From an optimization exercise on the open Yosys and OpenROAD flow, aimed at small area, a short achievable clock period and few clock cycles; shortcuts taken in it are not production practice.
In this exercise RTL edits were held to simulation tests only and were not proved equivalent to the original.
Power is estimated from default activity; no workload was simulated.

// vm20_core
module vm20_core (
    input  wire        clk,
    input  wire        rst,           
    input  wire [7:0]  exec_start,    
    output reg         mem_req,
    output reg         mem_we,
    output reg  [7:0]  mem_addr,
    output reg  [19:0] mem_wdata,
    input  wire        mem_ready,
    input  wire [19:0] mem_rdata,
    input  wire        in_valid,
    input  wire [7:0]  in_data,
    input  wire        in_eof,
    input  wire        in_err,
    output reg         in_take,
    output reg         out_valid,
    output reg         out_kind,      
    output reg  [19:0] out_data,
    input  wire        out_ready,
    input  wire        out_err,
    output wire [2:0]  status,
    output wire [7:0]  pc,
    output wire [19:0] r0,
    output wire [19:0] r1,
    output wire [19:0] r2,
    output wire [19:0] r3
);
For scale: ~4500 cells after synthesis, ~230 flip-flops, roughly 190 I/O pins, ~27000 sq um of cells after synthesis.
export LEC_CHECK = 0
export ABC_AREA = 1
export CAP_MARGIN = 20
export CORE_MARGIN = 2
export CORE_UTILIZATION = 35
export SETUP_SLACK_MARGIN = 3.0
export SLEW_MARGIN = 20
create_clock -name core_clock -period 8.0 [get_ports {clk}]
standard.sh (not shown) runs the stock make flow with config.mk's settings and CLKGATE_MAP_FILE= SYNTH_SCRIPT=/design/flow/synth_recipe.tcl, a recipe that flattens the netlist after the stock synthesis.
==> flow/flow/run.sh <==
#!/bin/bash
# The standard layout (the standard.sh, all ORFS steps unchanged), except that the
# port buffers ORFS inserts on every input and output are plain sky130_fd_sc_hd__buf_2
# cells instead of the delay buffers buffer_ports picks by default.
set -euo pipefail
bash standard.sh finish "BUFFER_PORTS_ARGS=-buffer_cell sky130_fd_sc_hd__buf_2" > flow_make.log 2>&1
The baseline ran to the end with no violations.
Testbench counts at the start, summed over its fixed seeds: cycles 84,204.
Next try:
--- a/flow/design.v
+++ b/flow/design.v
@@ -103,25 +103,23 @@
     reg         w_cond;
     always @(*) begin
         case (w_op)
             OP_BR:   w_cond = w_r[0];                  
             OP_BRZ:  w_cond = rz[w_r];
             OP_BRN:  w_cond = rn[w_r];
             OP_BRS:  w_cond = 1'b1;
             default: w_cond = 1'b0;
         endcase
     end
     wire        w_hit   = !w_nop && w_x0 && (w_op == OP_LD) && c_v && (c_a == w_s);
-    wire        w_isbr  = (w_op == OP_BR && w_r[0]) || (w_op == OP_BRZ) ||
-                          (w_op == OP_BRN) || (w_op == OP_BRS);
-    wire        w_use_s = !w_nop && w_x0 && (w_memop || w_isbr) && !w_hit;
+    wire        w_use_s = !w_nop && w_x0 && (w_memop || w_op == OP_ST || w_cond) && !w_hit;
     wire [7:0]  w_s_inc = w_s + 8'd1;
     wire [19:0] w_xr  = rsel(w_x);
     wire [19:0] w_rv  = rsel(w_r);
     wire [19:0] pa    = rsel(i_r);
     wire [19:0] pb    = st_e ? w_rv : pa;
     wire        alu_sub = (i_op == OP_SUB);
     wire [19:0] alu_a   = (i_op == OP_LD) ? 20'd0 : pa;
     wire [19:0] alu_sum = alu_a + (alu_sub ? ~mem_rdata : mem_rdata) + {19'd0, alu_sub};
     wire        sh_r    = st_e ? w_op[1] : i_op[1];    
     wire [4:0]  sh_n    = st_e ? w_s[4:0] : i_a[4:0];
     wire        sh_fill = sh_r & pb[19];
@@ -226,23 +224,25 @@
         addr_r    = pc_q;
         mem_wdata = pa;
         in_take   = 1'b0;
         out_valid = 1'b0;
         out_kind  = (i_r == 2'd3);
         out_data  = md_p;
         case (state)
             S_F, S_O, S_MD, S_CHR: begin
                 mem_req  = 1'b1;
             end
             S_E: begin
-                mem_req  = 1'b1;
+                mem_req   = 1'b1;
+                mem_we    = !w_nop && w_x0 && (w_op == OP_ST);
+                mem_wdata = w_rv;
             end
             S_X: begin
                 mem_req  = 1'b1;
                 if ((i_memop && !i_hit) || i_op == OP_ST) begin
                     mem_we = i_aok && (i_op == OP_ST);
                     if (i_aok) addr_r = i_a;
                 end else begin
                     addr_r = x_npc;
                 end
             end
             S_RD: begin
@@ -353,24 +353,22 @@
                 state <= S_F;
             end
         end
     endtask
     task complete_e;
         input next_s;
         begin
             if (limit) begin
                 if (next_s) pc_q <= w_s;
                 status_q <= ST_LIMIT;
                 state    <= S_DONE;
-            end else if (w_use_s && !next_s) begin
-                state <= S_F;
             end else if (mem_ready) begin
                 pc_q  <= w_use_s ? w_s_inc : pc_q + 8'd1;
                 count <= count + 8'd1;
                 state <= S_E;
             end else begin
                 if (w_use_s) pc_q <= w_s;
                 state <= S_F;
             end
         end
     endtask
     task issued;
@@ -439,23 +437,24 @@
                     if (w_nop) begin
                         complete(pc_q);
                     end else begin
                         case (w_op)
                             OP_LDI: complete(pc_q);
                             OP_LD: begin
                                 if (w_hit)     complete(pc_q);
                                 else if (w_x0) issued(1'b0);
                                 else           state <= S_X;
                             end
                             OP_ST: begin
-                                state <= w_x0 ? S_WR : S_X;
+                                if (w_x0) issued(1'b1);
+                                else      state <= S_X;
                             end
                             OP_SHL, OP_SHR: begin
                                 if (w_x0) complete(pc_q);
                                 else      state <= S_X;
                             end
                             OP_BRZ, OP_BRN, OP_BRS: begin
                                 if (w_x0 || !w_cond) complete_e(w_cond);
                                 else                 state <= S_X;
                             end
                             OP_IO: begin
                                 case (w_r)
Result:
- flip-flop and latch count is unchanged
- final cell count is about the same
- routed wire length fell by a few percent
- setup slack got worse by 56 ps
- power is about the same
- synthesized cell count is about the same
- die area rose slightly
- non-clock buffer count fell by 9
- via count fell slightly
- core utilization fell by 0.25 points
Testbench counts after the change, summed over its fixed seeds: cycles 82,288.

Starting RTL as in the previous note.
==> flow/config.mk <==
export PLATFORM = sky130hd
export DESIGN_NAME = vm20_core
export DESIGN_NICKNAME = vm20_core
export VERILOG_FILES = /design/flow/design.v
export SDC_FILE = /design/flow/constraint.sdc
export NUM_CORES = 4
export LEC_CHECK = 0
export ABC_AREA = 1
export CAP_MARGIN = 20
export CORE_MARGIN = 2
export CORE_UTILIZATION = 35
export CTS_BUF_LIST = sky130_fd_sc_hd__clkbuf_8
export SETUP_SLACK_MARGIN = 3.0
export SLEW_MARGIN = 20
==> flow/constraint.sdc <==
create_clock -name core_clock -period 8.0 [get_ports {clk}]
set_input_delay 1.6000 -clock core_clock [delete_from_list [all_inputs] [get_ports {clk}]]
set_output_delay 1.6000 -clock core_clock [all_outputs]
set_load 0.01 [all_outputs]
Scripts as last shown in full above: flow/flow/run.sh
The first run produced a clean layout.
Testbench counts at the start, summed over its fixed seeds: cycles 84,204.
Change:
--- a/flow/design.v
+++ b/flow/design.v
@@ -109,22 +109,23 @@
             OP_BRS:  w_cond = 1'b1;
             default: w_cond = 1'b0;
         endcase
     end
     wire        w_hit   = !w_nop && w_x0 && (w_op == OP_LD) && c_v && (c_a == w_s);
     wire        w_isbr  = (w_op == OP_BR && w_r[0]) || (w_op == OP_BRZ) ||
                           (w_op == OP_BRN) || (w_op == OP_BRS);
     wire        w_use_s = !w_nop && w_x0 && (w_memop || w_isbr) && !w_hit;
     wire [7:0]  w_s_inc = w_s + 8'd1;
-    wire [19:0] w_xr  = rsel(w_x);
-    wire [19:0] w_rv  = rsel(w_r);
-    wire [19:0] pa    = rsel(i_r);
-    wire [19:0] pb    = st_e ? w_rv : pa;
+    wire [1:0]  pa_i  = st_e ? w_x : i_r;
+    wire [1:0]  pb_i  = st_e ? w_r : i_r;
+    wire [19:0] pa    = rsel(pa_i);
+    wire [19:0] pb    = rsel(pb_i);
+    wire [19:0] w_xr  = pa;
     wire        alu_sub = (i_op == OP_SUB);
     wire [19:0] alu_a   = (i_op == OP_LD) ? 20'd0 : pa;
     wire [19:0] alu_sum = alu_a + (alu_sub ? ~mem_rdata : mem_rdata) + {19'd0, alu_sub};
     wire        sh_r    = st_e ? w_op[1] : i_op[1];    
     wire [4:0]  sh_n    = st_e ? w_s[4:0] : i_a[4:0];
     wire        sh_fill = sh_r & pb[19];
     wire [19:0] sh_0    = sh_r ? pb : rev20(pb);
     wire [19:0] sh_1    = sh_n[0] ? {sh_fill, sh_0[19:1]} : sh_0;
     wire [19:0] sh_2    = sh_n[1] ? {{2{sh_fill}}, sh_1[19:2]} : sh_1;
@@ -218,19 +219,19 @@
     reg  [7:0]  x_npc;      
     always @(*) begin
         x_npc = (i_cond && i_jok) ? i_a : pc_q;
     end
     reg  [7:0]  addr_r;
     always @(*) begin
         mem_req   = 1'b0;
         mem_we    = 1'b0;
         addr_r    = pc_q;
-        mem_wdata = pa;
+        mem_wdata = pb;
         in_take   = 1'b0;
         out_valid = 1'b0;
         out_kind  = (i_r == 2'd3);
         out_data  = md_p;
         case (state)
             S_F, S_O, S_MD, S_CHR: begin
                 mem_req  = 1'b1;
             end
             S_E: begin
Utilization came out higher by 2.2 points.
Die area came out lower by 2.3%.
Hold slack barely changes.
Cell count came out lower by 2.7%.
Area after synthesis came out lower by 2.3%.
Non-clock buffer count came out higher by 112.
Global-route usage came out higher by 0.43 points.
Clock power came out higher by 16%.
Clock skew came out higher by 0.014 ns.
Design area came out higher by 3.2%.
Testbench counts after the change, summed over its fixed seeds: cycles 84,204.

==> afterwards: timing with drivers on the ports <==
The results above use ideal ports. As a check the final layouts listed here were re-extracted and re-timed, cells and wires unchanged.
Step 1: set_driving_cell puts a clkbuf_16 on clk and a buf_2 on each other input, an assumption about the parent block.
Step 2 also shifts input and output timing later by t, the mid clock arrival at the registers, as if the neighbouring blocks saw the same clock.
Slacks: ideal ports / drivers / drivers and shift; pairs: ideal ports / drivers.
run	t (ns)	setup WS [ns]	slew at the worst register clock pin (ns)
the first run of note 1	0.714	2.895 / 2.826 / 2.305	0.07 / 0.07
the second run of note 1	0.692	2.839 / 2.770 / 2.441	0.08 / 0.08
the first run of note 2	0.783	2.777 / 2.710 / 2.363	0.08 / 0.08
the second run of note 2	0.747	2.843 / 2.795 / 2.106	0.08 / 0.08
After both steps every run listed still meets setup and hold. The setup slack of the second run of note 2, which loses most, moves by -0.048 ns with the drivers and by -0.737 ns with both steps.
